Background: an optimization exercise with open tools, aiming at small area, a short achievable clock period and few clock cycles. Do not read the settings as production practice. RTL that was checked went through simulation tests only; none was proved equivalent to the original. Function not checked in runs 4 and 5: the RTL went through the layout flow alone. Power and IR drop assume default switching activity.

## flow/flow/run.sh

```bash
#!/bin/bash
# Layout flow: the standard ORFS flow (standard.sh, unchanged synthesis),
# with the port buffers made of plain buffers (sky130_fd_sc_hd__buf_4)
# instead of the delay cells buffer_ports picks by default. Every port still
# gets its own buffer. The full make output goes to flow_make.log here; each
# ORFS step also keeps its own log under orfs/logs/.
set -euo pipefail
bash standard.sh "BUFFER_PORTS_ARGS=-buffer_cell sky130_fd_sc_hd__buf_4" finish > flow_make.log 2>&1
```

## flow/standard.sh

```bash
#!/bin/bash
# synth_recipe.tcl (not shown) runs the flow's synth.tcl, then flattens the netlist and writes it again
# the make line also repeats each setting of config.mk as NAME=value (left out here)
make -C /OpenROAD-flow-scripts/flow DESIGN_CONFIG=/design/flow/config.mk WORK_HOME=/design/flow/orfs CLKGATE_MAP_FILE= SYNTH_SCRIPT=/design/flow/synth_recipe.tcl "${@:-finish}"
```

## flow/config.mk

```make
export PLATFORM = sky130hd
export DESIGN_NAME = soul_va
export DESIGN_NICKNAME = soul_va
export VERILOG_FILES = /design/flow/design.v
export SDC_FILE = /design/flow/constraint.sdc
export NUM_CORES = 4
export LEC_CHECK = 0
export ABC_CLOCK_PERIOD_IN_PS = 2500
export CAP_MARGIN = 20
export CORE_MARGIN = 2
export CORE_UTILIZATION = 55
export CTS_BUF_LIST = sky130_fd_sc_hd__clkbuf_8 sky130_fd_sc_hd__clkbuf_16
export CTS_CLUSTER_DIAMETER = 80
export CTS_CLUSTER_SIZE = 16
export SETUP_SLACK_MARGIN = 3.6
export SLEW_MARGIN = 20
export TNS_END_PERCENT = 100
```

## flow/constraint.sdc

```tcl
create_clock -name core_clock -period 6.0 [get_ports {clk}]
set_input_delay 1.2000 -clock core_clock [delete_from_list [all_inputs] [get_ports {clk}]]
set_output_delay 1.2000 -clock core_clock [all_outputs]
set_load 0.01 [all_outputs]
```

## flow/design.v

```verilog
module soul_va (
    input  wire         clk,
    input  wire         rst,         
    input  wire         cmd_valid,
    output wire         cmd_ready,
    input  wire [127:0] cmd,
    output reg          rsp_valid,
    output wire [127:0] rsp
);
    localparam NV = 8;
    integer i, j;
    reg [15:0]      slot_ch   [0:NV-1];
    reg [31:0]      slot_note [0:NV-1];
    reg [NV-1:0]    fresh_q;
    reg [NV-1:0]    zero_q;          
    reg [NV-1:0]    active_q;
    reg             all_active_q;    
    reg [NV*NV-1:0] older_q;         
    reg [NV-1:0]    oldest_q;        
    reg          in_v_q;
    reg  [2:0]   in_op_q;        
    reg          in_on_q;        
    reg          in_off_q;       
    reg          in_a0_q;        
    reg  [15:0]  in_ch_q;
    reg  [31:0]  in_a_q;
    reg  [31:0]  in_b_q;
    reg          in_nan_q;       
    reg  [NV-1:0] pc_ch_q;       
    reg  [NV-1:0] pc_lo_q;       
    reg  [NV-1:0] pc_hi_q;       
    reg          stolen_q;       
    reg          ready_q;
    reg  [2:0]   rsp_kind_q;
    reg  [2:0]   rsp_port_q;
    reg  [15:0]  rsp_ch_q;
    reg  [31:0]  rsp_a_q;
    reg  [31:0]  rsp_b_q;
    reg  [NV-1:0] pend_q;
    reg          free_q;         
    assign cmd_ready = ready_q;
    assign rsp = {5'b10010, rsp_kind_q, 5'd0, rsp_port_q, rsp_ch_q, rsp_a_q, rsp_b_q, 32'd0};
    function many8(input [NV-1:0] x);    
        reg seen;
        integer n;
        begin
            seen  = 1'b0;
            many8 = 1'b0;
            for (n = 0; n < NV; n = n + 1) begin
                many8 = many8 | (seen & x[n]);
                seen  = seen | x[n];
            end
        end
    endfunction
    function [2:0] pe8(input [NV-1:0] x);
        pe8 = x[0] ? 3'd0 : x[1] ? 3'd1 : x[2] ? 3'd2 : x[3] ? 3'd3 :
              x[4] ? 3'd4 : x[5] ? 3'd5 : x[6] ? 3'd6 : 3'd7;
    endfunction
    function [2:0] enc8(input [NV-1:0] oh);
        enc8 = {|oh[7:4], oh[7] | oh[6] | oh[3] | oh[2], oh[7] | oh[5] | oh[3] | oh[1]};
    endfunction
    wire [7:0]  cmd_op  = cmd[127:120];
    wire [15:0] cmd_ch  = cmd[111:96];
    wire [31:0] cmd_a   = cmd[95:64];
    wire [31:0] cmd_b   = cmd[63:32];
    wire cmd_va     = (cmd_op[7:3] == 5'b00010) && (cmd_op[2:0] <= 3'd4);
    wire cmd_noteon = (cmd_op == 8'h10);
    wire cmd_a0     = (cmd_a[30:0] == 31'd0);
    wire is_on  = in_on_q;
    wire is_off = in_off_q;
    wire [NV-1:0] hits = pc_ch_q & ~({NV{is_off}} & ~(pc_lo_q & pc_hi_q & {NV{!in_nan_q}}));
    wire          any_hit   = |hits;
    wire [NV-1:0] hits_rest = hits & ~(hits & (~hits + 1'b1));
    wire [NV-1:0] pend_rest = pend_q & ~(pend_q & (~pend_q + 1'b1));
    wire          hits_many = many8(hits);
    wire          pend_many = many8(pend_q);
    wire one_free   = (active_q == 8'b01111111) || (active_q == 8'b10111111) ||
                      (active_q == 8'b11011111) || (active_q == 8'b11101111) ||
                      (active_q == 8'b11110111) || (active_q == 8'b11111011) ||
                      (active_q == 8'b11111101) || (active_q == 8'b11111110);
    wire steal      = is_on && all_active_q && !stolen_q;      
    wire go_on      = in_v_q && is_on && free_q && !steal;     
    wire go_off     = in_v_q && is_off && free_q;              
    wire load_steal = in_v_q && free_q && steal;
    wire fw_ch = (cmd_ch == in_ch_q);
    wire fw_lo = (cmd_a[15:0] == in_a_q[15:0]);
    wire fw_hi = (cmd_a[30:16] == in_a_q[30:16]) && (in_a0_q || (cmd_a[31] == in_a_q[31]));
    reg [NV-1:0] cmd_pc_ch, cmd_pc_lo, cmd_pc_hi;
    always @* begin
        for (i = 0; i < NV; i = i + 1) begin
            if (go_on && oldest_q[i]) begin
                cmd_pc_ch[i] = fw_ch;
                cmd_pc_lo[i] = fw_lo;
                cmd_pc_hi[i] = fw_hi;
            end else if (fresh_q[i]) begin
                cmd_pc_ch[i] = (cmd_ch == 16'd0);
                cmd_pc_lo[i] = cmd_a0;
                cmd_pc_hi[i] = 1'b1;
            end else begin
                cmd_pc_ch[i] = (cmd_ch == slot_ch[i]);
                cmd_pc_lo[i] = (cmd_a[15:0] == slot_note[i][15:0]);
                cmd_pc_hi[i] = (cmd_a[30:16] == slot_note[i][30:16]) &&
                               (zero_q[i] || (cmd_a[31] == slot_note[i][31]));
            end
        end
    end
    reg [15:0] vic_ch;
    reg [31:0] vic_note;
    always @* begin
        vic_ch   = 16'd0;
        vic_note = 32'd0;
        for (i = 0; i < NV; i = i + 1) begin
            vic_ch   = vic_ch   | ({16{oldest_q[i]}} & slot_ch[i]);
            vic_note = vic_note | ({32{oldest_q[i]}} & slot_note[i]);
        end
    end
    reg [NV*NV-1:0] older_d;
    reg [NV-1:0]    oldest_d;
    always @* begin
        older_d = older_q;
        for (i = 0; i < NV; i = i + 1)
            for (j = i + 1; j < NV; j = j + 1) begin
                if (go_on) begin
                    if (oldest_q[i])      older_d[i*NV+j] = 1'b0;
                    else if (oldest_q[j]) older_d[i*NV+j] = 1'b1;
                end else if (go_off) begin
                    if (hits[i] && hits[j]) older_d[i*NV+j] = 1'b1;
                    else if (hits[i])       older_d[i*NV+j] = active_q[j];
                    else if (hits[j])       older_d[i*NV+j] = !active_q[i];
                end
            end
        for (i = 0; i < NV; i = i + 1) begin
            oldest_d[i] = 1'b1;
            for (j = 0; j < NV; j = j + 1) begin
                if (j > i) oldest_d[i] = oldest_d[i] & older_d[i*NV+j];
                if (j < i) oldest_d[i] = oldest_d[i] & !older_d[j*NV+i];
            end
        end
    end
    wire take      = ready_q && cmd_valid;
    wire consume   = is_on ? (free_q && !steal) : (free_q || !any_hit);
    wire in_v_d    = take ? cmd_va : (in_v_q && !consume);
    wire stolen_d  = !take && (load_steal || (stolen_q && !go_on));
    wire free_d    = free_q ? (!in_v_q || is_on || !hits_many) : !pend_many;
    wire all_act_d = go_on ? (all_active_q || one_free) :
                     go_off ? (all_active_q && !any_hit) : all_active_q;
    wire ready_d   = take ? (!cmd_va || (free_d && !(cmd_noteon && all_act_d)))
                          : (!in_v_q || consume ||
                             (is_on ? (load_steal || (free_d && !(all_active_q && !stolen_q)))
                                    : free_d));
    always @(posedge clk) begin
        if (ready_q) begin
            in_op_q  <= cmd_op[2:0];
            in_on_q  <= (cmd_op[2:0] == 3'd0);
            in_off_q <= (cmd_op[2:0] == 3'd1);
            in_a0_q  <= cmd_a0;
            in_ch_q  <= cmd_ch;
            in_a_q   <= cmd_a;
            in_b_q   <= cmd_b;
            in_nan_q <= (&cmd_a[30:23]) && (|cmd_a[22:0]);
            pc_ch_q  <= cmd_pc_ch;
            pc_lo_q  <= cmd_pc_lo;
            pc_hi_q  <= cmd_pc_hi;
        end
        if (free_q) begin
            rsp_ch_q   <= steal ? vic_ch   : in_ch_q;
            rsp_a_q    <= steal ? vic_note : in_a_q;
            rsp_kind_q <= steal ? 3'd1 : in_op_q;
        end
        rsp_b_q    <= (free_q && is_on && !steal) ? in_b_q : 32'd0;
        rsp_port_q <= free_q ? (is_on ? enc8(oldest_q) : pe8(hits)) : pe8(pend_q);
        for (i = 0; i < NV; i = i + 1) begin
            if (go_on && oldest_q[i]) begin
                slot_ch[i]   <= in_ch_q;
                slot_note[i] <= in_a_q;
                zero_q[i]    <= in_a0_q;
            end
        end
        if (rst) begin
            in_v_q       <= 1'b0;
            stolen_q     <= 1'b0;
            ready_q      <= 1'b1;
            rsp_valid    <= 1'b0;
            pend_q       <= {NV{1'b0}};
            free_q       <= 1'b1;
            active_q     <= {NV{1'b0}};
            all_active_q <= 1'b0;
            fresh_q      <= {NV{1'b1}};
            oldest_q     <= {{(NV-1){1'b0}}, 1'b1};
            for (i = 0; i < NV; i = i + 1)
                for (j = 0; j < NV; j = j + 1)
                    older_q[i*NV+j] <= (i < j);
        end else begin
            in_v_q       <= in_v_d;
            stolen_q     <= stolen_d;
            ready_q      <= ready_d;
            rsp_valid    <= !free_q || (in_v_q && (is_on || any_hit));
            pend_q       <= free_q ? ({NV{in_v_q && !is_on}} & hits_rest) : pend_rest;
            free_q       <= free_d;
            all_active_q <= all_act_d;
            if (go_on)
                active_q <= active_q | oldest_q;
            else if (go_off)
                active_q <= active_q & ~hits;
            if (go_on)
                fresh_q <= fresh_q & ~oldest_q;
            older_q      <= older_d;
            oldest_q     <= oldest_d;
        end
    end
endmodule
```

==> results_dict.tcl, run 1 <==
set metrics [dict create \
    cp_max_fo 6 \
    tns_ps 0 \
    antenna_found_initial 3 \
    start_kind "flop" \
    hp-class "flop to flop" \
    max-clock-path-buffers 3 \
    power.leakage_nw 12.1 \
    drv_cap 0 \
    firstDrtPassIters 5 \
    clk_latency_ps 610 \
    die_x_um 237 \
    ys_dominant_reg_cell "edfxtp_1" \
    avgSynthCellArea_um2 13.1 \
    routedWlPerCell_um 30.2 \
    via_count 21100 \
    overflow 0 \
    ys_seq_elements 654 \
    start_util_pct 55.5 \
    ys_top_cells_by_count "edfxtp_1, xor2_1, nor4_1" \
    cts_root_buffer "clkbuf_16" \
    antennaDiodeCount 0 \
    synthArstFlopShare_pct 0 \
    post-route-util_pct 64.1 \
    period_needed_ps 2440 \
    multi_input_area_um2 11000 \
    worstSetupPathType "flop to flop" \
    nets 2584 \
    fp.coreArea_um2 53700 \
    seq_area_um2 18700 \
    grt_max_degree 67 \
    skew_ps 24.5 \
    rows 85 \
    synth.most_common_cell "edfxtp_1" \
    area_growth_pct 15.5 \
    yosys_warnings 3 \
    fmaxAchievable_mhz 410 \
    vdd.ir_drop.worst_mv 0.266 \
    worst_slew_pin_slew_ps 1030 \
    grt_pass1_vias 20300 \
    seq_area_frac_synth_pct 62.6 \
    cts.htree.levels 2 \
    port_buffers 178 \
    path_cells "nand3b_1 -> buf_4 -> a211oi_1 -> a211oi_2 -> o211ai_1 -> or4_4 -> nor4b_4" \
    worstPathRequired_ps 6520 \
    slowest_stage "or4_4" \
    synth_cells 2268 \
    timing_hold_violations_final 0 \
    initialDrtViolationCount 2614 \
    rsz0062_at_grt "true" \
    drt-total-wl_um 95600 \
    finalMaxSlewViolations 0 \
    synth_edf_count 554 \
    yosysTopAreaCell "edfxtp_1" \
    place.gp.congestion 0.961 \
    die_area_um2 56000 \
    slew_headroom_pct 31.6 \
    fill_cells 4060 \
    syn_area_um2 29800 \
    status "timing/DRC/antenna clean" \
    cts.clk_slew.worst_paths_ps 70 \
    num_io_pins 261 \
    drcViolationCount 0 \
    period_share_pct 40.7 \
    grt_pass1_wl_um 138000 \
    cts.sinks 654 \
    path_buf_inv 1 \
    numCtsBuffers 47 \
    cp_top_family "simple AND/OR/NAND/NOR gates" \
    drive_above_1_share_pct 19.2 \
    grt_use_total_pct 33.6 \
    setup_viol 0 \
    cp-end-kind "flop" \
    synthTopCellsByArea "edfxtp_1, xor2_1, dfxtp_1, a22oi_1, nor4_1" \
    critical-path-max-stage-delay_ps 610 \
    viasPerCell 6.66 \
    powerDensity_nw_per_um2 248 \
    critPathArrivalTime_ps 2960 \
    timing.reg2reg.setup_slack_ps 3560 \
    synth_cell_type_count 79 \
    die_h_um 237 \
    synth.top_cell.area_share_pct 55.9 \
    cts_tree "done" \
    drtAntennaViolNets 0 \
    hpwl_um 58700 \
]
-- cell usage in the layout (no fill, tap or decap), types with 30 or more instances in the layout --
master and count:
a211oi_1 30, a21o_1 48, a21oi_1 42, a221oi_1 54, a22o_1 48, a22oi_1 97, a31oi_1 52, and2_1 35
buf_4 246, clkbuf_16 49, conb_1 42, dfxtp_1 89, edfxtp_1 554, nand2_1 64, nand4_1 31, nor2_1 32
nor4_1 81, o21ai_0 66, xnor2_1 56, xor2_1 378
-- stage by stage --
stage	hold slack, ps	instance area [um^2]	power (W)	instances	setup WS (ps)
5_1_grt	457	34400	0.00877	3167	3490
3_5_place_dp	426	31600	0.00555	3020	2160
4_1_cts	445	33900	0.00856	3143	3500
2_1_floorplan	420	30300	0.00539	2308	3330
6_report	441	34400	0.00854	3167	3560
3_3_place_gp	422	31600	0.00555	3018	2220
-- routing by layer --
layer | wire length (um) | GRT usage [%] | up-vias | part of all wire, %
li1 | - | - | 8939 | -
met1 | 38700 | 47.8 | 10700 | 40
met2 | 44500 | 52.8 | 1242 | 46
met3 | 9180 | 5.79 | 230 | 9.6
met4 | 3290 | 11.1 | 4 | 3.4
met5 | 23 | 0 | - | 0.024
-- registers in the layout (all words and copies together) (netlist names), 7 cells and up --
name       flops
pc_ch_q        8
pend_q         7
oldest_q       8
active_q       8
zero_q         8
in_a_q        32
fresh_q        8
older_q       28
slot_ch      128
in_ch_q       16
pc_lo_q        8
rsp_a_q       32
rsp_b_q       32
in_b_q        32
rsp_ch_q      16
slot_note    256
pc_hi_q        8
-- kinds of logic (layout without fill, tap and decap cells) --
| family | after synthesis | in the layout | share of synthesized area (%) |
|---|---|---|---|
| buf+inv | 209 | 372 | 3.31 |
| fa+ha+maj | 1 | 1 | 0.0336 |
| other cells | 2 | 42 | 0.0252 |
| flops | 654 | 654 | 62.6 |
| mux | 5 | 5 | 0.168 |
| compound gates | 542 | 542 | 13.0 |
| simple gates | 421 | 421 | 8.17 |
| xor+xnor | 434 | 434 | 12.8 |
-- report_power, final --
| group | internal, W | switching [W] | total [W] |
|---|---|---|---|
| sequential | 0.00496 | 0.0000597 | 0.00502 |
| clock | 0.00150 | 0.00156 | 0.00306 |
| combinational | 0.000175 | 0.000275 | 0.000449 |
-- path summary, 6_finish.rpt --
check	start	endpoint	depth (start not counted)
min reg2reg	in_b_q[8]$_DFFE_PP_	rsp_b_q[8]$_SDFF_PN0_	1
min	in_b_q[8]$_DFFE_PP_	rsp_b_q[8]$_SDFF_PN0_	1
max reg2reg	in_nan_q$_DFFE_PP_	oldest_q[7]$_SDFF_PP0_	7
max	in_nan_q$_DFFE_PP_	oldest_q[7]$_SDFF_PP0_	7
-- worst reg2reg max path, cell delays in order, from the launching register on --
cell and delay, ps:
edfxtp_1 430, nand3b_1 330, buf_4 210, a211oi_1 90, a211oi_2 220, o211ai_1 230, or4_4 620, nor4b_4 220
-- what timing repair did --
action / CTS / global route
gates resized for setup: 94 / 58
hold buffers: 0 / 0
cloned: 8 / 1
pin swaps: 8 / 14
setup buffers: 48 / 23
endpoints found under the setup margin: 553 / 70
-- layout make-up --
type | count | share of cell area (%)
flip-flops and latches | 654 | 54.3
multi-input cells | 1445 | 32.0
repair buffers | 277 | 6.86
clock buffers | 49 | 3.56
well taps | 696 | 2.53
inverters | 21 | 0.335
clock inverters | 18 | 0.302
repair inverters | 7 | 0.153
Testbench counts, summed over its fixed seeds: cycles 31,612.
==> inputs of run 2 (changes only) <==
--- a/flow/config.mk
+++ b/flow/config.mk
@@ -5,10 +5,10 @@
 export SDC_FILE = /design/flow/constraint.sdc
 export NUM_CORES = 4
 export LEC_CHECK = 0
-export ABC_CLOCK_PERIOD_IN_PS = 2500
+export ABC_CLOCK_PERIOD_IN_PS = 1500
 export CAP_MARGIN = 20
 export CORE_MARGIN = 2
-export CORE_UTILIZATION = 55
+export CORE_UTILIZATION = 70
 export CTS_BUF_LIST = sky130_fd_sc_hd__clkbuf_8 sky130_fd_sc_hd__clkbuf_16
 export CTS_CLUSTER_DIAMETER = 80
 export CTS_CLUSTER_SIZE = 16
==> run 2 against run 1 <==
Compared with the run above: global-route usage is 7.5 points higher; synthesized cell count stayed put; design area is 2.0% lower; die area is 21% lower; clock power is 2% lower; largest power group unchanged; first-iteration DRC count is 40% higher.
==> results_dict.tcl, run 2 <==
set metrics [dict create \
    status "timing/DRC/antenna clean" \
    fill_cells 2418 \
    drv_cap 0 \
    met3_usage_pct 9.34 \
    cts.clk_slew.worst_paths_ps 70 \
    syn_area_um2 29800 \
    fp.coreArea_um2 41900 \
    grt_max_degree 56 \
    die_area_um2 44200 \
    yosysTopAreaCell "edfxtp_1" \
    nets 2554 \
    cts_root_buffer "clkbuf_16" \
    power.leakage_nw 11.9 \
    slowest_stage "dfxtp_2" \
    routedWlPerCell_um 30.9 \
    synth_cell_type_count 79 \
    overflow 0 \
    final_common_cell "edfxtp_1" \
    setup_viol 0 \
    drive_above_1_share_pct 18.0 \
    p_sw_w 0.00188 \
    reg_top3 "slot_note (256), slot_ch (128)" \
    die_x_um 210 \
    synth_cells 2268 \
    timing_hold_violations_final 0 \
    cp-end-kind "flop" \
    seq_area_frac_synth_pct 62.6 \
    antenna_found_initial 0 \
    cp_top_family "simple AND/OR/NAND/NOR gates" \
    internal_power_w 0.00660 \
    grt_use_total_pct 41.1 \
    ys_seq_elements 654 \
    die_h_um 210 \
    finalMaxSlewViolations 0 \
    pwr-share-comb_pct 5.2 \
    num_io_pins 261 \
    drt-total-wl_um 92000 \
    initialDrtViolationCount 3651 \
    ctsHoldBuffers 0 \
    tns_ps 0 \
    worstSetupPathType "flop to flop" \
    ys_top_cells_by_count "edfxtp_1, xor2_1, nor4_1" \
    worst-r2r-cell-count 7 \
    max-clock-path-buffers 3 \
    power_w 0.00848 \
    synth_edf_count 554 \
    ys_dominant_reg_cell "edfxtp_1" \
    worstPathRequired_ps 6350 \
    largest_register "slot_note" \
    grtUsageMet1_pct 55.7 \
    gr-max-usage-layer "met2" \
    skew_ps 14.5 \
    cts.htree.levels 2 \
    path_buf_inv 3 \
    area_growth_pct 13.2 \
    largest_register_ffs 256 \
    avgSynthCellArea_um2 13.1 \
    cp.depth 7 \
    synthArstFlopShare_pct 0 \
    seq_power_share_pct 59.3 \
    antennaDiodeCount 0 \
    viasPerCell 7.27 \
    yosys_warnings 3 \
    cts.sinks 654 \
    powerDensity_nw_per_um2 252 \
    firstDrtPassIters 7 \
    timing.reg2reg.setup_slack_ps 3570 \
    worst_slew_pin_slew_ps 1040 \
    final_cell_area_um2 33700 \
    port_buffers 178 \
    grt_pass1_vias 20800 \
    vdd.ir_drop.worst_mv 0.270 \
    slew_headroom_pct 30.7 \
    pwr-share-clk_pct 35.5 \
    period_needed_ps 2430 \
    via_count 21700 \
    final_cell_mix "edfxtp_1, xor2_1, buf_4" \
    path_cells "nand3_4 -> nor2_4 -> nand2_1 -> clkinvlp_4 -> buf_4 -> buf_6 -> o21ai_0" \
    synth.most_common_cell "edfxtp_1" \
    hpwl_um 56300 \
    place.gp.congestion 0.990 \
    dpl-instance-area_um2 31400 \
    rows 75 \
    grtUsageMet2_pct 64.5 \
    period_share_pct 40.6 \
    critPathArrivalTime_ps 2780 \
    fmaxAchievable_mhz 411 \
    drtAntennaViolNets 0 \
    rsz0062_at_grt "true" \
    min_path_cells 1 \
    synthTopCellsByArea "edfxtp_1, xor2_1, dfxtp_1, a22oi_1, nor4_1" \
    hp-class "flop to flop" \
    drcViolationCount 0 \
    start_kind "flop" \
    critical-path-max-stage-delay_ps 440 \
    grt_pass1_wl_um 134000 \
    numCtsBuffers 47 \
    synth.top_cell.area_share_pct 55.9 \
    cts_tree "done" \
    start_util_pct 71.0 \
    clk_latency_ps 610 \
    cp_max_fo 23 \
    switching_share_pct 22.1 \
]
-- run 2: power by group through the flow --
| stage | Combinational [W] | Clock [W] | Sequential [W] |
|---|---|---|---|
| after floorplan | 0.000265 | 0 | 0.00512 |
| after global placement | 0.000410 | 0 | 0.00512 |
| after detailed placement | 0.000414 | 0 | 0.00513 |
| after CTS | 0.000427 | 0.00300 | 0.00503 |
| after global routing | 0.000465 | 0.00315 | 0.00503 |
| final | 0.000445 | 0.00301 | 0.00503 |
-- run 2: metal layers --
layer	share of wire, %	vias up
met2	46	1891
met4	5.3	0
met3	14	386
met5	0	-
met1	35	10500
li1	-	8910
-- run 2: path summary, 6_finish.rpt --
| kind | from | end |
|---|---|---|
| max | in_v_q$_SDFF_PP0_ | pc_lo_q[5]$_DFFE_PP_ |
| min | in_b_q[28]$_DFFE_PP_ | rsp_b_q[28]$_SDFF_PN0_ |
| max reg2reg | in_v_q$_SDFF_PP0_ | pc_lo_q[5]$_DFFE_PP_ |
| min reg2reg | in_b_q[28]$_DFFE_PP_ | rsp_b_q[28]$_SDFF_PN0_ |
-- run 2: worst register-to-register path, stage by stage, from the launching register on --
cell and delay [ps]:
dfxtp_2 440, nand3_4 230, nor2_4 330, nand2_1 330
clkinvlp_4 220, buf_4 170, buf_6 290, o21ai_0 170
-- run 2: cells by family (layout without fill, tap and decap cells) --
family          after synthesis  in the layout  share of synthesized area (%)
fa+ha+maj                     1              1                         0.0336
other cells                   2             42                         0.0252
xor+xnor                    434            434                           12.8
simple gates                421            422                           8.17
mux                           5              5                          0.168
buf+inv                     209            343                           3.31
compound gates              542            542                           13.0
flops                       654            654                           62.6
-- run 2: area by class of cell --
cell class,count,area (um^2),share of cell area [%]
Clock buffer,49,1230,3.64
Clock inverter,20,105,0.312
Inverter,21,109,0.323
Multi-Input combinational cell,1446,10900,32.3
Sequential cell,654,18700,55.4
Tap cell,539,674,2.00
Timing Repair Buffer,247,1990,5.92
Timing Repair inverter,6,42.5,0.126
-- run 2: metrics by stage --
| stage | utilization (%) | cells | worst slack (ps) | hold WS, ps |
|---|---|---|---|---|
| global placement | 74.8 | 2861 | 2270 | 424 |
| global route | 80.4 | 2982 | 3520 | 456 |
| detailed placement | 74.8 | 2862 | 2320 | 426 |
| CTS | 79.5 | 2972 | 3550 | 442 |
| finish | 80.4 | 2982 | 3570 | 442 |
| floorplan | - | 2308 | 3330 | 420 |
-- run 2: timing repair --
item,CTS,global route
setup buffers,33,9
resized for setup,63,63
endpoints found under the hold margin,0,0
pin swaps,2,11
cloned,8,1
setup endpoints to repair,504,121
==> inputs of run 3 (changes only) <==
--- a/flow/config.mk
+++ b/flow/config.mk
@@ -12,6 +12,6 @@
 export CTS_BUF_LIST = sky130_fd_sc_hd__clkbuf_8 sky130_fd_sc_hd__clkbuf_16
 export CTS_CLUSTER_DIAMETER = 80
 export CTS_CLUSTER_SIZE = 16
-export SETUP_SLACK_MARGIN = 3.6
+export SETUP_SLACK_MARGIN = 3.7
 export SLEW_MARGIN = 20
 export TNS_END_PERCENT = 100
==> run 3 against run 2 <==
Compared with the run above: still clean on timing, DRC and antenna; clock skew is 4.3 ps higher; worst hold slack worse by 5.2 ps; non-clock buffer count is 47 higher; global-route usage increased by 0.73 points; largest cell class unchanged; synthesized area unchanged; total power decreased by 0.41%; via count grew 2.0%; clock power down 2%; sequential cell count unchanged.
==> results_dict.tcl, run 3 <==
set metrics [dict create \
    synthTopCellsByArea "edfxtp_1, xor2_1, dfxtp_1, a22oi_1, nor4_1" \
    routedWlPerCell_um 31.0 \
    ys_top_cells_by_count "edfxtp_1, xor2_1, nor4_1" \
    final_common_cell "edfxtp_1" \
    drcViolationCount 0 \
    ctsHoldBuffers 0 \
    max-clock-path-buffers 3 \
    slowest_stage "nor4_1" \
    drt-total-wl_um 94000 \
    numCtsBuffers 46 \
    rsz0062_at_grt "true" \
    slew_headroom_pct 22.1 \
    power.leakage_nw 12.3 \
    drv_cap 0 \
    overflow 0 \
    die_h_um 210 \
    die_x_um 210 \
    start_util_pct 71.0 \
    critical-path-max-stage-delay_ps 530 \
    nets 2600 \
    grt_use_total_pct 41.9 \
    synth.most_common_cell "edfxtp_1" \
    timing_hold_violations_final 0 \
    ys_seq_elements 654 \
    status "timing/DRC/antenna clean" \
    initialDrtViolationCount 3509 \
    yosysTopAreaCell "edfxtp_1" \
    synth_cell_type_count 79 \
    skew_ps 18.8 \
    synthArstFlopShare_pct 0 \
    antenna_found_initial 1 \
    cts_tree "done" \
    viasPerCell 7.28 \
    cts.htree.levels 2 \
    min_path_cells 1 \
    fmaxAchievable_mhz 409 \
    worst-r2r-cell-count 10 \
    place.gp.congestion 0.976 \
    firstDrtPassIters 7 \
    grt_max_degree 77 \
    ys_dominant_reg_cell "edfxtp_1" \
    final_cell_area_um2 34500 \
    finalMaxSlewViolations 0 \
    path_cells "buf_4 -> xor2_1 -> nor4_1 -> nand4_1 -> nor2_1 -> a21oi_2 -> o21ai_1" \
    vdd.ir_drop.worst_mv 0.357 \
    largest_register_ffs 256 \
    rows 75 \
    num_io_pins 261 \
    cp_max_fo 11 \
    dpl-instance-area_um2 31400 \
    path_buf_inv 1 \
    worstPathRequired_ps 6470 \
    setup_viol 0 \
    powerDensity_nw_per_um2 245 \
    synth_cells 2268 \
    cts.sinks 654 \
    largest_register "slot_note" \
    cp_top_family "simple AND/OR/NAND/NOR gates" \
    period_needed_ps 2440 \
    cts_root_buffer "clkbuf_16" \
    grt_pass1_vias 21200 \
    clk_latency_ps 630 \
    final_cell_mix "edfxtp_1, xor2_1, buf_4" \
    avgSynthCellArea_um2 13.1 \
    cts.clk_slew.worst_paths_ps 80 \
    grt_pass1_wl_um 136000 \
    synth_edf_count 554 \
    hp-class "flop to flop" \
    hpwl_um 55600 \
    worst_slew_pin_slew_ps 1170 \
    fill_cells 2253 \
    yosys_warnings 3 \
    port_buffers 178 \
    start_kind "input pin" \
    reg_top3 "slot_note (256), slot_ch (128)" \
    post-route-util_pct 82.3 \
    fp.coreArea_um2 41900 \
    die_area_um2 44200 \
    critPathArrivalTime_ps 2910 \
    cp-end-kind "flop" \
    area_growth_pct 16.0 \
    drtAntennaViolNets 0 \
    synth.top_cell.area_share_pct 55.9 \
    syn_area_um2 29800 \
    via_count 22100 \
    period_share_pct 40.7 \
    drive_above_1_share_pct 20.7 \
    seq_area_frac_synth_pct 62.6 \
    cp.depth 7 \
    tns_ps 0 \
    timing.reg2reg.setup_slack_ps 3610 \
    worstSetupPathType "input pin to flop" \
]
run 3: cell counts after synthesis:
No cell type changed its count.
run 3: where the power goes:
part	switching, W	internal (W)
clock	0.00155	0.00140
sequential	0.0000644	0.00497
combinational	0.000278	0.000183
total	0.00190	0.00655
run 3: through the flow:
stage | instances | setup WS [ps] | total power (W) | hold slack (ps)
6_report | 3037 | 3560 | 0.00845 | 437
5_1_grt | 3037 | 3500 | 0.00860 | 456
3_5_place_dp | 2862 | 2120 | 0.00554 | 424
3_3_place_gp | 2861 | 2210 | 0.00553 | 424
2_1_floorplan | 2308 | 3410 | 0.00540 | 420
4_1_cts | 3012 | 3600 | 0.00841 | 441
run 3: final timing paths:
kind	end	startpoint
setup / recovery	pc_lo_q[7]$_DFFE_PP_	cmd[68]
hold / removal	rsp_b_q[8]$_SDFF_PN0_	in_b_q[8]$_DFFE_PP_
setup reg to reg	ready_q$_SDFF_PP1_	in_nan_q$_DFFE_PP_
hold reg to reg	rsp_b_q[8]$_SDFF_PN0_	in_b_q[8]$_DFFE_PP_
run 3: area by class of cell:
cell class | count | area [um^2] | share of cell area (%)
Antenna cell | 1 | 2.50 | 0.00725
Clock buffer | 47 | 1160 | 3.37
Clock inverter | 29 | 131 | 0.380
Inverter | 21 | 113 | 0.326
Multi-Input combinational cell | 1445 | 11100 | 32.2
Sequential cell | 654 | 18700 | 54.0
Tap cell | 539 | 674 | 1.95
Timing Repair Buffer | 294 | 2600 | 7.53
Timing Repair inverter | 7 | 52.6 | 0.152
run 3: what timing repair did:
item | in CTS | in global routing
setup buffers | 67 | 24
gates cloned | 7 | 0
pin swaps | 23 | 37
setup endpoints to repair | 613 | 90
gates resized for setup | 136 | 78
run 3: layer usage:
layer / global-route usage (%) / part of all wire [%] / vias up
met5: 0 / 0 / -
met4: 20.5 / 6.0 / 0
met3: 9.92 / 14 / 418
met2: 64.8 / 45 / 2065
met1: 56.4 / 35 / 10700
li1: - / - / 8976
run 3: cell families (layout without fill, tap and decap cells):
kind of cell	count (synthesis)	after routing	synth area share (%)
flops	654	654	62.6
buf+inv	209	398	3.31
fa+ha+maj	1	1	0.0336
mux	5	5	0.168
simple gates	421	421	8.17
compound gates	542	542	13.0
other cells	2	43	0.0252
xor+xnor	434	434	12.8
==> inputs of run 4 (changes only) <==
--- a/flow/design.v
+++ b/flow/design.v
@@ -88,7 +88,7 @@
     reg [NV-1:0] cmd_pc_ch, cmd_pc_lo, cmd_pc_hi;
     always @* begin
         for (i = 0; i < NV; i = i + 1) begin
-            if (go_on && oldest_q[i]) begin
+            if (in_v_q && is_on && oldest_q[i]) begin
                 cmd_pc_ch[i] = fw_ch;
                 cmd_pc_lo[i] = fw_lo;
                 cmd_pc_hi[i] = fw_hi;
--- a/flow/config.mk
+++ b/flow/config.mk
@@ -12,6 +12,6 @@
 export CTS_BUF_LIST = sky130_fd_sc_hd__clkbuf_8 sky130_fd_sc_hd__clkbuf_16
 export CTS_CLUSTER_DIAMETER = 80
 export CTS_CLUSTER_SIZE = 16
-export SETUP_SLACK_MARGIN = 3.7
+export SETUP_SLACK_MARGIN = 3.6
 export SLEW_MARGIN = 20
 export TNS_END_PERCENT = 100
==> run 4 against run 3 <==
Compared with the run above: sequential cell count stayed put; final cell count decreased by 0.49%; critical path type is now flop to flop; fmax fell by 3.0%; utilization decreased by 2.0 points; critical endpoint is now oldest_q[5]$_SDFF_PP0_; worst setup slack got worse by 75 ps; global-route usage down 0.64 points; worst hold slack worse by 0.63 ps; register-to-register slack lost 130 ps; clock-buffer cell count grew 1.
==> results_dict.tcl, run 4 <==
set metrics [dict create \
    status "timing/DRC/antenna clean" \
    cp_max_fo 5 \
    antennaDiodeCount 0 \
    yosys_warnings 3 \
    routedWlPerCell_um 30.7 \
    grt_use_total_pct 41.2 \
    dpl-instance-area_um2 31500 \
    numCtsBuffers 46 \
    clk_latency_ps 620 \
    synth_xor_xnor_area_share_pct 12.7 \
    worstPathRequired_ps 6530 \
    skew_ps 27.4 \
    seq_area_um2 18700 \
    grt_pass1_vias 21100 \
    synthAdderAreaFrac_pct 0.101 \
    syn_area_um2 29800 \
    ys_top_cells_by_count "edfxtp_1, xor2_1, clkbuf_1" \
    hpwl_um 54200 \
    synthMuxAreaShare_pct 0.0336 \
    synthArstFlopShare_pct 0 \
    viasPerCell 7.22 \
    slew_headroom_pct 35.7 \
    rows 75 \
    fill_cells 2393 \
    cts_root_buffer "clkbuf_16" \
    dp_cells 2881 \
    ys_seq_elements 654 \
    final_cell_mix "edfxtp_1, xor2_1, buf_4" \
    largest_register "slot_note" \
    ys_dominant_reg_cell "edfxtp_1" \
    die_x_um 210 \
    die_area_um2 44300 \
    final_cells 3022 \
    period_needed_ps 2520 \
    firstDrtPassIters 8 \
    via_count 21800 \
    grt_max_degree 65 \
    grt_pass1_wl_um 134000 \
    drcViolationCount 0 \
    tns_ps 0 \
    area_growth_pct 13.2 \
    largest_register_ffs 256 \
    start_kind "flop" \
    drive_above_1_share_pct 17.2 \
    max-clock-path-buffers 3 \
    min_to "rsp_b_q[4]$_SDFF_PN0_" \
    avgSynthCellArea_um2 13.1 \
    worst-r2r-cell-count 8 \
    worstSetupPathType "flop to flop" \
    synth_top_family_by_area "compound AO/OA/AOI/OAI gates" \
    worst_slew_pin_slew_ps 964 \
    overflow 0 \
    port_buffers 178 \
    setup_viol 0 \
    initialDrtViolationCount 3743 \
    drv_cap 0 \
    synth_cells 2285 \
    num_io_pins 261 \
    synthTopCellsByArea "edfxtp_1, xor2_1, dfxtp_1, a22oi_1, nor4_1" \
    antenna_found_initial 5 \
    fp.coreArea_um2 42000 \
    cts_tree "done" \
    nets 2576 \
    timing_hold_violations_final 0 \
    min_path_cells 1 \
    die_h_um 210 \
    fmaxAchievable_mhz 397 \
    cp-end-kind "flop" \
    finalMaxSlewViolations 0 \
    hold_start "in_b_q[4]$_DFFE_PP_" \
    ctsHoldBuffers 0 \
    synth.most_common_cell "edfxtp_1" \
    post-route-util_pct 80.3 \
    timing.reg2reg.setup_slack_ps 3480 \
    synth_compound_gate_area_share_pct 12.7 \
    reg_top3 "slot_note (256), slot_ch (128)" \
    power.leakage_nw 12.5 \
    powerDensity_nw_per_um2 251 \
    place.gp.congestion 0.978 \
    cts.sinks 654 \
    cts.htree.levels 2 \
    critPathArrivalTime_ps 3040 \
    synth_cell_type_count 78 \
    vdd.ir_drop.worst_mv 0.259 \
    r2r_start "in_nan_q$_DFFE_PP_" \
    drtAntennaViolNets 0 \
    period_share_pct 42.0 \
    start_util_pct 70.9 \
    rsz0062_at_grt "true" \
    drt-total-wl_um 92700 \
    final_common_cell "edfxtp_1" \
    cts.clk_slew.worst_paths_ps 80 \
    multi_input_area_um2 10900 \
    yosysTopAreaCell "edfxtp_1" \
    final_cell_area_um2 33800 \
    r2r_end "oldest_q[5]$_SDFF_PP0_" \
    synth.top_cell.area_share_pct 55.8 \
    synthSimpleGateAreaFrac_pct 8.72 \
    synth_edf_count 554 \
    seq_area_frac_synth_pct 62.5 \
    hp-class "flop to flop" \
]
run 4: how the worst max path moves through the flow:
stage                                   from                   endpoint
floorplan                  free_q$_SDFF_PP1_     oldest_q[5]$_SDFF_PP0_
global placement           in_on_q$_DFFE_PP_  slot_note[5][4]$_DFFE_PP_
detailed placement         in_on_q$_DFFE_PP_  slot_note[5][0]$_DFFE_PP_
CTS                       in_nan_q$_DFFE_PP_     oldest_q[5]$_SDFF_PP0_
global route        active_q[3]$_SDFFE_PP0P_         ready_q$_SDFF_PP1_
finish                    in_nan_q$_DFFE_PP_     oldest_q[5]$_SDFF_PP0_
run 4: power breakdown:
part | internal [W] | switching (W)
clock | 0.00144 | 0.00156
sequential | 0.00497 | 0.0000628
combinational | 0.000169 | 0.000265
total | 0.00657 | 0.00189
run 4: stage by stage:
stage	hold WS [ps]	power (W)	setup slack, ps
6_report	436	0.00846	3480
5_1_grt	467	0.00864	3380
4_1_cts	444	0.00844	3580
3_5_place_dp	428	0.00554	2520
3_3_place_gp	423	0.00553	2580
2_1_floorplan	420	0.00538	3330
run 4: timing repair:
action                     CTS  global route
setup endpoints to repair  485            91
buffers inserted            41             7
resized for setup           57            41
pin swaps                   10             6
cloned                       6             1
run 4: per-layer routing:
layer / part of all wire (%) / track usage [%] / vias up
met3: 15 / 10.0 / 399
met1: 35 / 57.1 / 10500
li1: - / - / 8971
met2: 45 / 62.4 / 1933
met4: 5.0 / 19.0 / 6
met5: 0.030 / 0 / -
run 4: cell families (layout without fill, tap and decap cells):
group / after synthesis / after routing
AOI/OAI and AO/OA: 528 / 528
xor gates and xnor gates: 433 / 433
adders and majority gates: 3 / 3
buffers and inverters: 201 / 356
DFF: 654 / 654
muxes: 1 / 1
other: 2 / 42
and+or+nand+nor: 463 / 466
run 4: worst max-delay path: stages (launching register included):
cell       delay, ps
edfxtp_1         380
buf_4            170
buf_4            140
and4b_2          370
a2111oi_1         90
a31o_1           220
a221o_1          420
nor4bb_2         360
nor4bb_4         270
run 4: layout make-up:
type / count / area share (%)
timing repair inverter: 3 / 0.0593
multi-input combinational: 1473 / 32.3
clock inverter: 38 / 0.486
tap: 539 / 2.00
inverter: 16 / 0.222
clock buffer: 48 / 3.52
sequential: 654 / 55.3
timing repair buffer: 251 / 6.16
==> inputs of run 5 (changes only) <==
--- a/flow/config.mk
+++ b/flow/config.mk
@@ -8,7 +8,7 @@
 export ABC_CLOCK_PERIOD_IN_PS = 1500
 export CAP_MARGIN = 20
 export CORE_MARGIN = 2
-export CORE_UTILIZATION = 70
+export CORE_UTILIZATION = 62
 export CTS_BUF_LIST = sky130_fd_sc_hd__clkbuf_8 sky130_fd_sc_hd__clkbuf_16
 export CTS_CLUSTER_DIAMETER = 80
 export CTS_CLUSTER_SIZE = 16
==> run 5 against run 4 <==
Compared with the run above: worst hold slack gained 4.6 ps; clock skew shrank 1.9 ps; sequential cell count did not move; design area increased by 0.40%; critical endpoint unchanged; critical path depth did not move; largest power group unchanged; utilization down 9.2 points; still clean; sequential share of layout area down 0.23 points; clock-buffer cell count fell by 1; register-to-register slack better by 60 ps; die area grew 13%.
==> results_dict.tcl, run 5 <==
set metrics [dict create \
    numCtsBuffers 46 \
    slew_headroom_pct 29.5 \
    post-route-util_pct 71.1 \
    clk_latency_ps 630 \
    critical-path-max-stage-delay_ps 530 \
    grt_max_degree 60 \
    fmaxAchievable_mhz 408 \
    final_cell_mix "edfxtp_1, xor2_1, buf_4" \
    synth.most_common_cell "edfxtp_1" \
    hp-class "flop to flop" \
    overflow 0 \
    cts.clk_slew.worst_paths_ps 80 \
    fp.coreArea_um2 47600 \
    synth_cell_type_count 78 \
    start_util_pct 62.6 \
    synth_cells 2285 \
    nets 2578 \
    drtAntennaViolNets 0 \
    via_count 21100 \
    cts.sinks 654 \
    cts_tree "done" \
    cp-end-kind "flop" \
    yosysTopAreaCell "edfxtp_1" \
    routedWlPerCell_um 30.0 \
    avgSynthCellArea_um2 13.1 \
    timing_hold_violations_final 0 \
    max-clock-path-buffers 3 \
    worstPathRequired_ps 6510 \
    worstSetupEndpoint "oldest_q[5]$_SDFF_PP0_" \
    cts_root_buffer "clkbuf_16" \
    status "timing/DRC/antenna clean" \
    viasPerCell 6.80 \
    ys_dominant_reg_cell "edfxtp_1" \
    largest_register "slot_note" \
    synthArstFlopShare_pct 0 \
    grt_use_total_pct 36.8 \
    worstSetupPathType "flop to flop" \
    cp_common_cell "nor4bb_1" \
    ys_seq_elements 654 \
    crit_start "in_on_q$_DFFE_PP_" \
    finalMaxSlewViolations 0 \
    reg_top3 "slot_note (256), slot_ch (128)" \
    fin_hold_ws_ps 441 \
    worst-r2r-cell-count 8 \
    drive_above_1_share_pct 17.0 \
    firstDrtPassIters 6 \
    hpwl_um 56500 \
    die_h_um 223 \
    critPathArrivalTime_ps 2970 \
    initialDrtViolationCount 3068 \
    drcViolationCount 0 \
    start_kind "flop" \
    setup_viol 0 \
    dpl_worst_slack_ps 2410 \
    grt_pass1_wl_um 134000 \
    die_x_um 223 \
    period_needed_ps 2450 \
    r2r_end "oldest_q[5]$_SDFF_PP0_" \
    period_share_pct 40.9 \
    power_w 0.00845 \
    setup_slack_ps 3550 \
    ctsHoldBuffers 0 \
    drt-total-wl_um 92900 \
    cp_max_fo 10 \
    area_growth_pct 13.6 \
    rows 80 \
    power.leakage_nw 12.5 \
    seq_area_frac_synth_pct 62.5 \
    powerDensity_nw_per_um2 249 \
    antennaDiodeCount 0 \
    synthTopCellsByArea "edfxtp_1, xor2_1, dfxtp_1, a22oi_1, nor4_1" \
    path_cells "inv_4 -> nor3_4 -> buf_12 -> buf_4 -> a21oi_1 -> a221o_1 -> nor4bb_1 -> nor4bb_1" \
    vdd.ir_drop.worst_mv 0.320 \
    tns_ps 0 \
    grt_pass1_vias 20500 \
    cts.htree.levels 2 \
    drv_cap 0 \
    synth_edf_count 554 \
    skew_ps 25.5 \
    largest_register_ffs 256 \
    synth.top_cell.area_share_pct 55.8 \
    port_buffers 178 \
    slowest_stage "edfxtp_1" \
    ys_top_cells_by_count "edfxtp_1, xor2_1, clkbuf_1" \
    place.gp.congestion 0.960 \
    yosys_warnings 3 \
    die_area_um2 49900 \
    antenna_found_initial 2 \
    timing.reg2reg.setup_slack_ps 3550 \
    r2r_start "in_on_q$_DFFE_PP_" \
    syn_area_um2 29800 \
    final_common_cell "edfxtp_1" \
    num_io_pins 261 \
    worst_slew_pin_slew_ps 1060 \
    rsz0062_at_grt "true" \
]
==> run 5: cell counts after synthesis <==
No cell type changed its count.
==> run 5: final cells by class <==
class,count,area (um^2)
repair inverters,2,15.0
well taps,615,769
fillers,3372,13800
inverters,16,77.6
clock buffers,47,1180
multi-input cells,1473,10900
flip-flops and latches,654,18700
repair buffers,254,2160
clock inverters,39,168
==> run 5: report_power, final <==
group	total [W]	switching [W]	internal, W
clock	0.00299	0.00156	0.00143
sequential	0.00503	0.0000609	0.00497
combinational	0.000438	0.000265	0.000173
total	0.00845	0.00189	0.00656
==> run 5: worst max-delay path, delay by kind of cell (launching register included) <==
kind | cells | cell delay (ps)
AO/OA/AOI/OAI | 2 | 550
buffers and inverters | 3 | 480
AND/OR/NAND/NOR | 3 | 780
flip-flops | 1 | 530
==> run 5: kinds of logic (layout without fill, tap and decap cells) <==
family | Yosys count | in the layout | share of synthesized area, %
other | 2 | 42 | 0.0252
AOI/OAI and AO/OA | 528 | 528 | 12.7
and+or+nand+nor | 463 | 466 | 8.72
DFF | 654 | 654 | 62.5
muxes | 1 | 1 | 0.0336
buffers and inverters | 201 | 358 | 3.19
xor gates and xnor gates | 433 | 433 | 12.7
adders and majority gates | 3 | 3 | 0.101
==> run 5: metal layers <==
| metal | track usage [%] | wire (um) | up-vias | share of wire, % |
|---|---|---|---|---|
| met5 | 0 | 0 | - | 0 |
| met4 | 15.0 | 3790 | 0 | 4.1 |
| met3 | 6.82 | 10300 | 235 | 11 |
| met2 | 57.6 | 43000 | 1420 | 46 |
| met1 | 51.2 | 35900 | 10500 | 39 |
| li1 | - | - | 8966 | - |
==> run 5: worst min-delay path by stage <==
stage	startpoint	to	slack (ps)	depth (start not counted)
2_1_floorplan	in_b_q[0]$_DFFE_PP_	rsp_b_q[0]$_SDFF_PN0_	420	1
3_3_place_gp	in_b_q[19]$_DFFE_PP_	rsp_b_q[19]$_SDFF_PN0_	420	1
3_5_place_dp	in_b_q[24]$_DFFE_PP_	rsp_b_q[24]$_SDFF_PN0_	430	1
4_1_cts	in_b_q[15]$_DFFE_PP_	rsp_b_q[15]$_SDFF_PN0_	440	1
5_1_grt	in_b_q[17]$_DFFE_PP_	rsp_b_q[17]$_SDFF_PN0_	450	1
6_report	in_b_q[15]$_DFFE_PP_	rsp_b_q[15]$_SDFF_PN0_	440	1
==> run 5: through the flow <==
step                      instances  area (um^2)
after global routing           3100        33900
after CTS                      3088        33600
after global placement         2959        31600
after detailed placement       2961        31600
after floorplan                2325        30400
final                          3100        33900
==> run 5: what timing repair did <==
action	CTS	global route
endpoints found under the setup margin	528	104
cloned	4	3
pin swaps	5	5
gates resized for setup	40	46
setup buffers	37	9
==> inputs of run 6 (changes only) <==
--- a/flow/design.v
+++ b/flow/design.v
@@ -88,7 +88,7 @@
     reg [NV-1:0] cmd_pc_ch, cmd_pc_lo, cmd_pc_hi;
     always @* begin
         for (i = 0; i < NV; i = i + 1) begin
-            if (in_v_q && is_on && oldest_q[i]) begin
+            if (go_on && oldest_q[i]) begin
                 cmd_pc_ch[i] = fw_ch;
                 cmd_pc_lo[i] = fw_lo;
                 cmd_pc_hi[i] = fw_hi;
--- a/flow/config.mk
+++ b/flow/config.mk
@@ -8,10 +8,10 @@
 export ABC_CLOCK_PERIOD_IN_PS = 1500
 export CAP_MARGIN = 20
 export CORE_MARGIN = 2
-export CORE_UTILIZATION = 62
+export CORE_UTILIZATION = 66
 export CTS_BUF_LIST = sky130_fd_sc_hd__clkbuf_8 sky130_fd_sc_hd__clkbuf_16
 export CTS_CLUSTER_DIAMETER = 80
 export CTS_CLUSTER_SIZE = 16
-export SETUP_SLACK_MARGIN = 3.6
+export SETUP_SLACK_MARGIN = 3.5
 export SLEW_MARGIN = 20
 export TNS_END_PERCENT = 100
==> run 6 against run 5 <==
Compared with the run above: total power grew 1.1%; critical path depth shrank 1; final cell count shrank 2.0%; non-clock buffer count shrank 13; sequential share of layout area grew 0.63 points; sequential cell count is the same; synthesized cell count shrank 0.74%; first-iteration DRC count grew 9.8%; via count grew 1.6%; register-to-register slack is essentially flat; largest power group unchanged; sequential power is essentially flat; worst hold slack lost 2.1 ps.
==> results_dict.tcl, run 6 <==
set metrics [dict create \
    die_h_um 216 \
    cts.htree.levels 2 \
    powerDensity_nw_per_um2 255 \
    slew_headroom_pct 31.7 \
    hpwl_um 55600 \
    grt_pass1_wl_um 134000 \
    synth_cell_type_count 79 \
    finalMaxSlewViolations 0 \
    syn_area_um2 29800 \
    cp_max_fo 11 \
    fill_cells 2841 \
    start_kind "input pin" \
    port_buffers 178 \
    via_count 21400 \
    firstDrtPassIters 7 \
    fmaxAchievable_mhz 397 \
    vdd.ir_drop.worst_mv 0.267 \
    die_area_um2 46800 \
    power_w 0.00854 \
    drtAntennaViolNets 0 \
    synthArstFlopShare_pct 0 \
    drv_cap 0 \
    worstSetupPathType "input pin to flop" \
    worstPathRequired_ps 6450 \
    reg_top3 "slot_note (256), slot_ch (128)" \
    avgSynthCellArea_um2 13.1 \
    numCtsBuffers 47 \
    final_cell_mix "edfxtp_1, xor2_1, buf_4" \
    grt_max_degree 70 \
    skew_ps 19.2 \
    cts.sinks 654 \
    cts_root_buffer "clkbuf_16" \
    antennaDiodeCount 0 \
    grt_use_total_pct 38.7 \
    clk_latency_ps 620 \
    area_growth_pct 12.5 \
    setup_viol 0 \
    ctsHoldBuffers 0 \
    timing_hold_violations_final 0 \
    seq_area_um2 18700 \
    ys_dominant_reg_cell "edfxtp_1" \
    worst_slew_pin_slew_ps 1020 \
    yosys_warnings 3 \
    yosysTopAreaCell "edfxtp_1" \
    seq_area_frac_synth_pct 62.6 \
    ys_top_cells_by_count "edfxtp_1, xor2_1, nor4_1" \
    synth_edf_count 554 \
    largest_register "slot_note" \
    period_share_pct 42.0 \
    fp.coreArea_um2 44400 \
    overflow 0 \
    cp-end-kind "flop" \
    die_x_um 216 \
    rows 77 \
    antenna_found_initial 2 \
    drcViolationCount 0 \
    start_util_pct 67.1 \
    status "timing/DRC/antenna clean" \
    synth.top_cell.area_share_pct 55.9 \
    multi_input_area_um2 10600 \
    largest_register_ffs 256 \
    tns_ps 0 \
    final_common_cell "edfxtp_1" \
    post-route-util_pct 75.4 \
    power.leakage_nw 11.9 \
    period_needed_ps 2520 \
    hp-class "flop to flop" \
    critPathArrivalTime_ps 2970 \
    routedWlPerCell_um 30.3 \
    grt_pass1_vias 20500 \
    initialDrtViolationCount 3370 \
    num_io_pins 261 \
    synthTopCellsByArea "edfxtp_1, xor2_1, dfxtp_1, a22oi_1, nor4_1" \
    viasPerCell 7.05 \
    max-clock-path-buffers 3 \
    cts.clk_slew.worst_paths_ps 70 \
    cts_tree "done" \
    drive_above_1_share_pct 15.9 \
    synth_cells 2268 \
    rsz0062_at_grt "true" \
    ys_seq_elements 654 \
    nets 2549 \
    synth.most_common_cell "edfxtp_1" \
    drt-total-wl_um 92000 \
    place.gp.congestion 0.970 \
]
-- run 6: metrics by stage --
stage	hold slack (ps)	area [um^2]	std cells	setup WS, ps
2_1_floorplan	420	30100	2308	3330
4_1_cts	441	33300	3036	3510
5_1_grt	452	33500	3039	3450
3_5_place_dp	429	31400	2914	2140
3_3_place_gp	423	31400	2914	2210
6_report	439	33500	3039	3480
-- run 6: worst paths after layout --
check	cells after the start	from	slack, ps	end
worst max register to register	5	oldest_q[2]$_SDFF_PP0_	3540	oldest_q[1]$_SDFF_PP0_
worst min-delay path	1	in_b_q[0]$_DFFE_PP_	440	rsp_b_q[0]$_SDFF_PN0_
worst max-delay path	7	cmd[80]	3480	pc_hi_q[2]$_DFFE_PP_
worst min register to register	1	in_b_q[0]$_DFFE_PP_	440	rsp_b_q[0]$_SDFF_PN0_
-- run 6: repair_timing --
item / CTS / global route
buffers inserted: 36 / 3
resized for setup: 35 / 31
gates cloned: 8 / 0
endpoints found under the setup margin: 494 / 60
pin swaps: 1 / 1
-- run 6: final cells by class --
class | instances | share of cell area (%)
flip-flops and latches | 654 | 55.7
inverters | 21 | 0.336
repair buffers | 241 | 5.85
clock inverters | 29 | 0.482
repair inverters | 8 | 0.179
well taps | 592 | 2.21
multi-input cells | 1445 | 31.6
clock buffers | 49 | 3.66
-- run 6: layer usage --
| layer | track usage (%) | part of all wire, % | up-vias | wire length, um |
|---|---|---|---|---|
| li1 | - | - | 8884 | - |
| met1 | 54.3 | 37 | 10600 | 34000 |
| met2 | 60.7 | 46 | 1683 | 42300 |
| met3 | 7.35 | 13 | 289 | 11800 |
| met4 | 14.5 | 4.3 | 4 | 3960 |
| met5 | 0 | 0.021 | - | 19 |
-- run 6: cell families after synthesis --
logic type / count (synthesis) / synth area share, %
AO/OA/AOI/OAI: 542 / 13.0
XOR/XNOR: 434 / 12.8
buffers and inverters: 209 / 3.31
AND/OR/NAND/NOR: 421 / 8.17
other: 2 / 0.0252
flip-flops: 654 / 62.6
adder cells (fa/ha/maj): 1 / 0.0336
multiplexers: 5 / 0.168
-- run 6: critical path: stages --
cell and delay, ps:
buf_4 180, xor2_1 160, nor4_1 570, nand3_1 170
nor4_1 450, o21ai_0 140, o21ai_0 90
-- run 6: report_power, final --
part | switching (W) | total [W] | internal, W
sequential | 0.0000609 | 0.00503 | 0.00497
clock | 0.00157 | 0.00309 | 0.00152
combinational | 0.000261 | 0.000429 | 0.000168
Testbench counts of run 6, summed over its fixed seeds: cycles 31,612.
==> inputs of run 7 (changes only) <==
--- a/flow/config.mk
+++ b/flow/config.mk
@@ -8,10 +8,10 @@
 export ABC_CLOCK_PERIOD_IN_PS = 1500
 export CAP_MARGIN = 20
 export CORE_MARGIN = 2
-export CORE_UTILIZATION = 66
+export CORE_UTILIZATION = 70
 export CTS_BUF_LIST = sky130_fd_sc_hd__clkbuf_8 sky130_fd_sc_hd__clkbuf_16
-export CTS_CLUSTER_DIAMETER = 80
-export CTS_CLUSTER_SIZE = 16
-export SETUP_SLACK_MARGIN = 3.5
+export CTS_CLUSTER_DIAMETER = 60
+export CTS_CLUSTER_SIZE = 12
+export SETUP_SLACK_MARGIN = 3.6
 export SLEW_MARGIN = 20
 export TNS_END_PERCENT = 100
==> run 7 against run 6 <==
Compared with the run above: synthesized cell count unchanged; synthesized area unchanged; clock power up 13%; global-route usage up 3.3 points; routed wire length up 2.0%; non-clock buffer count down 1; sequential share of layout area down 0.92 points; final cell count down 1.1%; clock-buffer cell count up 12; register-to-register slack better by 50 ps; combinational power up 4%; largest cell class unchanged.
==> results_dict.tcl, run 7 <==
set metrics [dict create \
    ys_dominant_reg_cell "edfxtp_1" \
    syn_area_um2 29800 \
    hpwl_um 56300 \
    initialDrtViolationCount 3908 \
    setup_viol 0 \
    ctsHoldBuffers 0 \
    overflow 0 \
    fp.coreArea_um2 41900 \
    avgSynthCellArea_um2 13.1 \
    routedWlPerCell_um 31.2 \
    port_buffers 178 \
    firstDrtPassIters 6 \
    synth_edf_count 554 \
    numCtsBuffers 61 \
    timing_hold_violations_final 0 \
    setup_slack_ps 3590 \
    die_area_um2 44200 \
    vdd.ir_drop.worst_mv 0.350 \
    synth_cell_type_count 79 \
    num_io_pins 261 \
    largest_register "slot_note" \
    dp_cells 2862 \
    place.gp.congestion 0.990 \
    drv_cap 0 \
    yosysTopAreaCell "edfxtp_1" \
    area_growth_pct 14.4 \
    drcViolationCount 0 \
    drtAntennaViolNets 0 \
    synth.most_common_cell "edfxtp_1" \
    seq_area_um2 18700 \
    tns_ps 0 \
    synthTopCellsByArea "edfxtp_1, xor2_1, dfxtp_1, a22oi_1, nor4_1" \
    critPathArrivalTime_ps 2980 \
    final_cell_mix "edfxtp_1, xor2_1, buf_4" \
    synthArstFlopShare_pct 0 \
    rsz0062_at_grt "true" \
    period_needed_ps 2410 \
    cts_tree "done" \
    cts.sinks 654 \
    cp_max_fo 12 \
    grt_use_total_pct 42.0 \
    cts_root_buffer "clkbuf_16" \
    antenna_found_initial 1 \
    via_count 21900 \
    start_kind "flop" \
    cts.htree.levels 2 \
    multi_input_area_um2 10800 \
    fill_cells 2333 \
    dpl_worst_slack_ps 2320 \
    viasPerCell 7.30 \
    cts.clk_slew.worst_paths_ps 60 \
    rows 75 \
    start_util_pct 71.0 \
    reg_top3 "slot_note (256), slot_ch (128)" \
    ys_top_cells_by_count "edfxtp_1, xor2_1, nor4_1" \
    final_cells 3005 \
    final_common_cell "edfxtp_1" \
    drt-total-wl_um 93900 \
    finalMaxSlewViolations 0 \
    grt_max_degree 56 \
    yosys_warnings 3 \
    ys_seq_elements 654 \
    worstSetupPathType "flop to flop" \
    fin_hold_ws_ps 440 \
    worstPathRequired_ps 6570 \
    status "timing/DRC/antenna clean" \
    synth.top_cell.area_share_pct 55.9 \
    drive_above_1_share_pct 17.8 \
    largest_register_ffs 256 \
    antennaDiodeCount 0 \
    grt_pass1_vias 21100 \
    period_share_pct 40.2 \
    nets 2560 \
    skew_ps 19.7 \
    power_w 0.00898 \
    seq_area_frac_synth_pct 62.6 \
    max-clock-path-buffers 3 \
    slew_headroom_pct 32.0 \
    synth_cells 2268 \
    grt_pass1_wl_um 136000 \
    worst_slew_pin_slew_ps 1020 \
    cp-end-kind "flop" \
    clk_latency_ps 650 \
    die_h_um 210 \
    fmaxAchievable_mhz 415 \
    hp-class "flop to flop" \
    power.leakage_nw 12.1 \
    die_x_um 210 \
    powerDensity_nw_per_um2 263 \
]
-- run 7: cell counts after synthesis --
No cell type changed its count.
-- run 7: final timing paths --
check                        from                     end  slack (ps)  cells past startpoint
max reg2reg    in_nan_q$_DFFE_PP_  oldest_q[1]$_SDFF_PP0_        3590                      7
max            in_nan_q$_DFFE_PP_  oldest_q[1]$_SDFF_PP0_        3590                      7
min          in_b_q[14]$_DFFE_PP_  rsp_b_q[14]$_SDFF_PN0_         440                      1
min reg2reg  in_b_q[14]$_DFFE_PP_  rsp_b_q[14]$_SDFF_PN0_         440                      1
-- run 7: cell type report --
cell class	instances	area share, %
sequential	654	54.8
multi-input combinational	1445	31.8
timing repair buffer	240	5.97
clock buffer	61	4.48
tap	539	1.98
clock inverter	39	0.536
inverter	21	0.319
timing repair inverter	6	0.132
-- run 7: kinds of logic (layout without fill, tap and decap cells) --
| group | count (synthesis) | in the layout | share of synthesized area [%] |
|---|---|---|---|
| buffers and inverters | 209 | 367 | 3.31 |
| other | 2 | 42 | 0.0252 |
| flip-flops | 654 | 654 | 62.6 |
| adder cells (fa/ha/maj) | 1 | 1 | 0.0336 |
| AO/OA/AOI/OAI | 542 | 542 | 13.0 |
| XOR/XNOR | 434 | 434 | 12.8 |
| multiplexers | 5 | 5 | 0.168 |
| AND/OR/NAND/NOR | 421 | 421 | 8.17 |
-- run 7: metrics by stage --
stage,utilization [%],cell area [um^2]
final,81.2,34100
after global routing,81.2,34100
after global placement,74.8,31400
after detailed placement,74.8,31400
after floorplan,-,30300
after CTS,80.2,33600
-- run 7: timing repair --
action	4_1_cts	5_1_grt
buffers inserted	24	12
pin swaps	2	9
cloned	7	0
gates resized for setup	66	63
endpoints found under the setup margin	505	355
-- run 7: critical path, cell delays in order, from the launching register on --
cell	delay, ps
edfxtp_1	370
buf_4	190
nand3b_1	310
a211oi_2	440
a211oi_1	100
o32ai_1	480
and4b_1	260
and4_1	180
-- run 7: where the power goes --
group,internal [W],switching [W]
Clock,0.00182,0.00168
Sequential,0.00497,0.0000612
Combinational,0.000171,0.000276
-- run 7: layer usage --
metal  vias to the layer above  track usage [%]  wire length, um  part of all wire (%)
met4                         2             19.8             5250                   5.6
met2                      2044             64.9            42600                    45
met3                       391             9.49            13400                    14
li1                       8933                -                -                     -
met1                     10600             57.3            32600                    35
met5                         -                0               11                 0.012

## re-timing with driven ports
In the flow no input, the clock included, has a driving cell. The finished layouts below were timed again as built, in two steps.
Step 1 assumes that a clkbuf_16 drives the clock port and a buf_2 every other input.
Step 2 adds t to the input delays and takes it off the output delays; t is the mean of the earliest and latest rising clock arrival at the registers after step 1. Input paths then give back, and output paths get back, about the clock's delay inside the block.
a / b / c = ideal / step 1 / step 2; a / b = the first two.
run	t (ns)	setup WS [ns]	latest minus earliest clock arrival (ns)	slew at the worst register clock pin (ns)	worst slew at a driven data input, ns
run 1	0.665	3.560 / 3.560 / 2.970	0.028 / 0.027	0.08 / 0.08	0.09
run 2	0.661	3.566 / 3.566 / 2.958	0.021 / 0.021	0.08 / 0.08	0.08
run 3	0.678	3.558 / 3.560 / 2.916	0.026 / 0.026	0.08 / 0.08	0.08
run 4	0.668	3.482 / 3.482 / 2.916	0.028 / 0.028	0.08 / 0.08	0.07
run 5	0.677	3.546 / 3.546 / 2.893	0.027 / 0.027	0.08 / 0.08	0.09
run 6	0.667	3.479 / 3.513 / 2.846	0.025 / 0.025	0.08 / 0.08	0.10
run 7	0.696	3.589 / 3.541 / 2.924	0.025 / 0.024	0.07 / 0.07	0.08
After both steps setup and hold are still met in every run listed. For run 7, which loses most, drivers alone change the setup slack by -0.048 ns; drivers and shift together by -0.665 ns.
